This is an optimization exercise on Yosys and OpenROAD, whose aim is small area, a short achievable clock period and few clock cycles, not a production implementation. Power figures rest on the tool's default switching activity, not on a simulated workload.

==> flow/design.v <==
module lkg (
    input  wire        clk,
    input  wire        rst,           
    input  wire        cmd_valid,
    output wire        cmd_ready,
    input  wire [47:0] cmd_data,
    output wire        rsp_valid,
    input  wire        rsp_ready,
    output wire [1:0]  rsp_status,
    output wire [31:0] rsp_data
);
    localparam [16:0] TAPS_A_REF = 17'h04001;
    localparam [24:0] TAPS_B_REF = 25'h0001019;
    reg         busy;           
    reg         rv;             
    wire        iw = busy & ~rv;    
    localparam [3:0] K_OK    = 4'd0,  K_ILL   = 4'd1,  K_UNI   = 4'd2,
                     K_NEXT  = 4'd3,  K_EMITA = 4'd4,  K_EMITB = 4'd5,
                     K_RDC   = 4'd6,  K_RDA   = 4'd7,  K_RDB   = 4'd8,
                     K_RTAPA = 4'd9,  K_RTAPB = 4'd10, K_RDST  = 4'd11;
    reg  [3:0]  rk;
    wire r_next  = (rk == K_NEXT);
    wire r_emita = (rk == K_EMITA);
    wire r_emitb = (rk == K_EMITB);
    wire r_rdc   = (rk == K_RDC);
    wire r_rda   = (rk == K_RDA);
    wire r_rdb   = (rk == K_RDB);
    wire r_rtapa = (rk == K_RTAPA);
    wire r_rtapb = (rk == K_RTAPB);
    wire r_rdst  = (rk == K_RDST);
    reg  [16:0] reg_a;
    reg  [24:0] reg_b;
    reg         cy;
    reg  [16:0] taps_a;
    reg  [24:0] taps_b;
    reg         rst_t;          
    reg         av, bv, cv;
    reg  [1:0]  na;             
    reg  [2:0]  nb;             
    wire [7:0]  op = cmd_data[47:40];
    wire [39:0] o  = cmd_data[39:0];
    wire g_hi  = ~|o[39:25];
    wire g_24  = ~o[24];
    wire g_mid = ~|o[23:17];
    wire g_16  = ~o[16];
    wire g_lo  = ~|o[15:1];
    wire g_0   = ~o[0];
    wire z25 = g_hi;
    wire z24 = g_hi & g_24;
    wire z17 = g_hi & g_24 & g_mid;
    wire z16 = g_hi & g_24 & g_mid & g_16;
    wire z1  = g_hi & g_24 & g_mid & g_16 & g_lo;
    wire z40 = g_hi & g_24 & g_mid & g_16 & g_lo & g_0;
    wire h0 = (op[7:4] == 4'h0);
    wire h1 = (op[7:4] == 4'h1);
    wire h2 = (op[7:4] == 4'h2);
    wire h3 = (op[7:4] == 4'h3);
    wire l0 = (op[3:0] == 4'h0);
    wire l1 = (op[3:0] == 4'h1);
    wire l2 = (op[3:0] == 4'h2);
    wire l3 = (op[3:0] == 4'h3);
    wire l4 = (op[3:0] == 4'h4);
    wire l5 = (op[3:0] == 4'h5);
    wire lf = (op[3:0] == 4'hF);
    wire is_init  = h0 & l1;
    wire is_next  = h0 & l2;
    wire is_setc  = h0 & l3;
    wire is_rdc   = h0 & l4;
    wire is_seeda = h1 & l0;
    wire is_lda   = h1 & l1;
    wire is_rda   = h1 & l2;
    wire is_emita = h1 & l3;
    wire is_wtapa = h1 & l4;
    wire is_rtapa = h1 & l5;
    wire is_seedb = h2 & l0;
    wire is_ldb   = h2 & l1;
    wire is_rdb   = h2 & l2;
    wire is_emitb = h2 & l3;
    wire is_wtapb = h2 & l4;
    wire is_rtapb = h2 & l5;
    wire is_rdst  = h3 & lf;
    wire accept = cmd_valid & ~busy;
    wire ok_init  = is_init;
    wire ok_next  = is_next  & z40 & av & bv & cv;
    wire ok_setc  = is_setc  & z1;
    wire ok_rdc   = is_rdc   & z40 & cv;
    wire ok_seeda = is_seeda & z16;
    wire ok_lda   = is_lda   & z17;
    wire ok_rda   = is_rda   & z40 & av;
    wire ok_emita = is_emita & z40 & av;
    wire ok_wtapa = is_wtapa & z17;
    wire ok_rtapa = is_rtapa & z40;
    wire ok_seedb = is_seedb & z24;
    wire ok_ldb   = is_ldb   & z25;
    wire ok_rdb   = is_rdb   & z40 & bv;
    wire ok_emitb = is_emitb & z40 & bv;
    wire ok_wtapb = is_wtapb & z25;
    wire ok_rtapb = is_rtapb & z40;
    wire ok_rdst  = is_rdst  & z40;
    wire legal = is_init
               | ((is_next | is_rdc | is_rda | is_emita | is_rtapa | is_rdb | is_emitb
                   | is_rtapb | is_rdst) & z40)
               | (is_setc & z1)
               | (is_seeda & z16)
               | ((is_lda | is_wtapa) & z17)
               | (is_seedb & z24)
               | ((is_ldb | is_wtapb) & z25);
    wire uninit = ((is_next & ~(av & bv & cv)) | (is_rdc & ~cv)
                   | ((is_rda | is_emita) & ~av) | ((is_rdb | is_emitb) & ~bv)) & z40;
    function [7:0] rev8(input [7:0] v);
        integer i;
        for (i = 0; i < 8; i = i + 1) rev8[i] = v[7-i];
    endfunction
    wire [16:0] seed_a_init = {rev8(o[39:32]), 1'b1, rev8(o[31:24])};
    wire [16:0] seed_a_cmd  = {rev8(o[15:8]),  1'b1, rev8(o[7:0])};
    wire [23:0] seed_b_bits = {rev8(o[23:16]), rev8(o[15:8]), rev8(o[7:0])};
    wire [24:0] seed_b      = {seed_b_bits[23:21], 1'b1, seed_b_bits[20:0]};
    function [16:0] step4a(input [16:0] s, input [16:0] t);
        integer i;
        reg [16:0] x;
        begin
            x = s;
            for (i = 0; i < 4; i = i + 1) x = {^(x & t), x[16:1]};
            step4a = x;
        end
    endfunction
    function [24:0] step4b(input [24:0] s, input [24:0] t);
        integer i;
        reg [24:0] x;
        begin
            x = s;
            for (i = 0; i < 4; i = i + 1) x = {^(x & t), x[24:1]};
            step4b = x;
        end
    endfunction
    wire run    = ~(rv & ~rsp_ready);
    wire taken  = rv & rsp_ready;
    wire blk_a  = accept & (is_init | is_seeda | is_lda);
    wire blk_b  = accept & (is_init | is_seedb | is_ldb);
    wire step_a = run & (na != 2'd0) & ~blk_a;
    wire step_b = run & (nb != 3'd0) & ~blk_b;
    wire ld_a_init = accept & ok_init;
    wire ld_a_seed = accept & ok_seeda;
    wire ld_a_lda  = accept & ok_lda;
    wire ld_a      = ld_a_init | ld_a_seed | ld_a_lda;
    wire ld_b_seed = accept & (ok_init | ok_seedb);
    wire ld_b_ldb  = accept & ok_ldb;
    wire ld_b      = ld_b_seed | ld_b_ldb;
    wire hold_a = ~(ld_a | step_a);
    wire hold_b = ~(ld_b | step_b);
    wire [16:0] a_d = ({17{ld_a_init}} & seed_a_init)
                    | ({17{ld_a_seed}} & seed_a_cmd)
                    | ({17{ld_a_lda}}  & o[16:0])
                    | ({17{step_a}}    & step4a(reg_a, taps_a))
                    | ({17{hold_a}}    & reg_a);
    wire [24:0] b_d = ({25{ld_b_seed}} & seed_b)
                    | ({25{ld_b_ldb}}  & o[24:0])
                    | ({25{step_b}}    & step4b(reg_b, taps_b))
                    | ({25{hold_b}}    & reg_b);
    wire [7:0] xa     = rev8(reg_a[7:0]);
    wire [7:0] yb     = rev8(reg_b[7:0]);
    wire [8:0] sum_c  = {1'b0, xa} + {1'b0, yb} + {8'd0, cy};
    wire [7:0] sum_o  = sum_c[7:0];
    wire       cy_new = sum_c[8] & ~(cy & (&(xa ^ yb)));
    assign cmd_ready  = ~busy & ~rst;
    assign rsp_valid  = rv & ~rst;
    assign rsp_status = {rk == K_UNI, rk == K_ILL};
    wire [24:0] rd = ({25{r_next}}  & {17'd0, sum_o})
                   | ({25{r_emita}} & {17'd0, xa})
                   | ({25{r_emitb}} & {17'd0, yb})
                   | ({25{r_rdc}}   & {24'd0, cy})
                   | ({25{r_rda}}   & {8'd0, reg_a})
                   | ({25{r_rdb}}   & reg_b)
                   | ({25{r_rtapa}} & {8'd0, taps_a})
                   | ({25{r_rtapb}} & taps_b)
                   | ({25{r_rdst}}  & {22'd0, cv, bv, av});
    assign rsp_data = {7'd0, rd};
    always @(posedge clk) begin
        if (rst) begin
            busy   <= 1'b0;
            rv     <= 1'b0;
            av     <= 1'b0;
            bv     <= 1'b0;
            cv     <= 1'b0;
        end else begin
            if (accept) begin
                busy <= 1'b1;
                if (!is_init)
                    rv <= 1'b1;
            end
            if (iw & ~nb[2])
                rv <= 1'b1;
            if (taken) begin
                rv   <= 1'b0;
                busy <= 1'b0;
            end
            if (ld_a) av <= 1'b1;
            if (ld_b) bv <= 1'b1;
            if (accept & (ok_init | ok_setc)) cv <= 1'b1;
        end
    end
    always @(posedge clk) begin
        if (accept)
            rk <= ~legal   ? K_ILL   : uninit   ? K_UNI   :
                  is_next  ? K_NEXT  : is_emita ? K_EMITA : is_emitb ? K_EMITB :
                  is_rdc   ? K_RDC   : is_rda   ? K_RDA   : is_rdb   ? K_RDB   :
                  is_rtapa ? K_RTAPA : is_rtapb ? K_RTAPB : is_rdst  ? K_RDST  : K_OK;
        if (ld_a_init | (accept & (ok_next | ok_emita)))
            na <= 2'd2;
        else if (ld_a)
            na <= 2'd0;
        else if (step_a)
            na <= na - 2'd1;
        if (accept & ok_init)
            nb <= 3'd4;
        else if (accept & (ok_next | ok_emitb))
            nb <= 3'd2;
        else if (ld_b)
            nb <= 3'd0;
        else if (step_b)
            nb <= nb - 3'd1;
        if (accept & (ok_init | ok_setc))
            cy <= ok_setc & o[0];
        else if (taken & r_next)
            cy <= cy_new;
        reg_a <= a_d;
        reg_b <= b_d;
    end
    wire wr_a = ~rst & accept & ok_wtapa;
    wire wr_b = ~rst & accept & ok_wtapb;
    always @(posedge clk) begin
        rst_t <= rst;
        if (rst_t & ~wr_a)
            taps_a <= TAPS_A_REF;
        else if (wr_a)
            taps_a <= o[16:0];
        if (rst_t & ~wr_b)
            taps_b <= TAPS_B_REF;
        else if (wr_b)
            taps_b <= o[24:0];
    end
endmodule
clock: 10.0 ns
lec_check: 0
cap_margin: 0
core_margin: 2
core_utilization: 65
place_density: 0.8
setup_slack_margin: 5
slew_margin: 0
tns_end_percent: 0
standard.sh (not shown) runs the stock make flow with config.mk's settings and CLKGATE_MAP_FILE= SYNTH_SCRIPT=/design/flow/synth_recipe.tcl, a recipe that flattens the netlist after the stock synthesis.
==> flow/flow/run.sh <==
#!/bin/bash
set -euo pipefail
here=$(pwd)
rm -rf "$here/scripts"
cp -r "$FLOW_HOME/scripts" "$here/scripts"
cp "$here/flow/abc_area.script" "$here/scripts/abc_speed.script"
bash standard.sh \
    "SCRIPTS_DIR=$here/scripts" \
    "BUFFER_PORTS_ARGS=-buffer_cell sky130_fd_sc_hd__buf_1" \
    SETUP_SLACK_MARGIN=5.5 \
    finish > standard.log 2>&1
==> flow/flow/abc_area.script <==
strash
balance; rewrite; refactor; balance; rewrite; rewrite -z; balance; refactor -z; rewrite -z; balance
balance -l; resub -K 6 -l; rewrite -l; resub -K 6 -N 2 -l; refactor -l; resub -K 8 -l; balance -l; resub -K 8 -N 2 -l; rewrite -l; resub -K 10 -l; rewrite -z -l; resub -K 10 -N 2 -l; balance -l; resub -K 12 -l; refactor -z -l; resub -K 12 -N 2 -l; rewrite -z -l; balance -l
&get -n
&st
&dch -f
&nf -a -R 1000
&put
topo
stime -c
The starting point finished with timing, DRC and antenna clean.
Rerun with:
--- a/flow/design.v
+++ b/flow/design.v
@@ -182,11 +182,17 @@
             av     <= 1'b0;
             bv     <= 1'b0;
             cv     <= 1'b0;
+            na     <= 2'd0;
+            nb     <= 3'd0;
         end else begin
             if (accept) begin
                 busy <= 1'b1;
                 if (!is_init)
                     rv <= 1'b1;
+                rk <= ~legal   ? K_ILL   : uninit   ? K_UNI   :
+                      is_next  ? K_NEXT  : is_emita ? K_EMITA : is_emitb ? K_EMITB :
+                      is_rdc   ? K_RDC   : is_rda   ? K_RDA   : is_rdb   ? K_RDB   :
+                      is_rtapa ? K_RTAPA : is_rtapb ? K_RTAPB : is_rdst  ? K_RDST  : K_OK;
             end
             if (iw & ~nb[2])
                 rv <= 1'b1;
@@ -194,35 +200,30 @@
                 rv   <= 1'b0;
                 busy <= 1'b0;
             end
+            if (ld_a_init | (accept & (ok_next | ok_emita)))
+                na <= 2'd2;
+            else if (ld_a)
+                na <= 2'd0;
+            else if (step_a)
+                na <= na - 2'd1;
+            if (accept & ok_init)
+                nb <= 3'd4;
+            else if (accept & (ok_next | ok_emitb))
+                nb <= 3'd2;
+            else if (ld_b)
+                nb <= 3'd0;
+            else if (step_b)
+                nb <= nb - 3'd1;
+            if (accept & (ok_init | ok_setc))
+                cy <= ok_setc & o[0];
+            else if (taken & r_next)
+                cy <= cy_new;
             if (ld_a) av <= 1'b1;
             if (ld_b) bv <= 1'b1;
             if (accept & (ok_init | ok_setc)) cv <= 1'b1;
         end
     end
     always @(posedge clk) begin
-        if (accept)
-            rk <= ~legal   ? K_ILL   : uninit   ? K_UNI   :
-                  is_next  ? K_NEXT  : is_emita ? K_EMITA : is_emitb ? K_EMITB :
-                  is_rdc   ? K_RDC   : is_rda   ? K_RDA   : is_rdb   ? K_RDB   :
-                  is_rtapa ? K_RTAPA : is_rtapb ? K_RTAPB : is_rdst  ? K_RDST  : K_OK;
-        if (ld_a_init | (accept & (ok_next | ok_emita)))
-            na <= 2'd2;
-        else if (ld_a)
-            na <= 2'd0;
-        else if (step_a)
-            na <= na - 2'd1;
-        if (accept & ok_init)
-            nb <= 3'd4;
-        else if (accept & (ok_next | ok_emitb))
-            nb <= 3'd2;
-        else if (ld_b)
-            nb <= 3'd0;
-        else if (step_b)
-            nb <= nb - 3'd1;
-        if (accept & (ok_init | ok_setc))
-            cy <= ok_setc & o[0];
-        else if (taken & r_next)
-            cy <= cy_new;
         reg_a <= a_d;
         reg_b <= b_d;
     end
The new run went through all stages and came out clean.
First-iteration DRC count shrinks by a few percent.
Sequential power shrinks by roughly a tenth.
Cell area grows slightly.
Die area grows slightly.
Worst hold slack loses 15 ps.
Core utilization grows by 0.39 points.
No run of this note included a check of the RTL's function; only the layout flow was run.

## afterwards: timing with drivers on the ports
The flow's constraints put no driver on any port. The routed layouts listed below were extracted and timed again, unchanged, in two steps. Step 1 sets driving cells, clkbuf_16 on the clock port and buf_2 on the other inputs (assumed; they add their load-dependent delay and slew). Step 2 adds t to the input delays and takes it off the output delays; t is the mean of the earliest and latest rising clock arrival at the registers after step 1. Input paths then give back, and output paths get back, about the clock's delay inside the block. Slacks: ideal ports / drivers / drivers and shift; pairs: ideal ports / drivers.
run | t (ns) | slack for setup (ns) | worst setup path at the end | clock arrival spread, ns | slew at the worst register clock pin (ns)
the first run | 0.413 | 5.306 / 5.273 / 4.905 | input to register | 0.022 / 0.021 | 0.11 / 0.11
the second run | 0.409 | 5.298 / 5.308 / 4.899 | input to register | 0.019 / 0.018 | 0.11 / 0.11
After both steps every run listed still meets setup and hold. The setup slack of the first run, which loses most, moves by -0.033 ns with the drivers and by -0.401 ns with both steps.
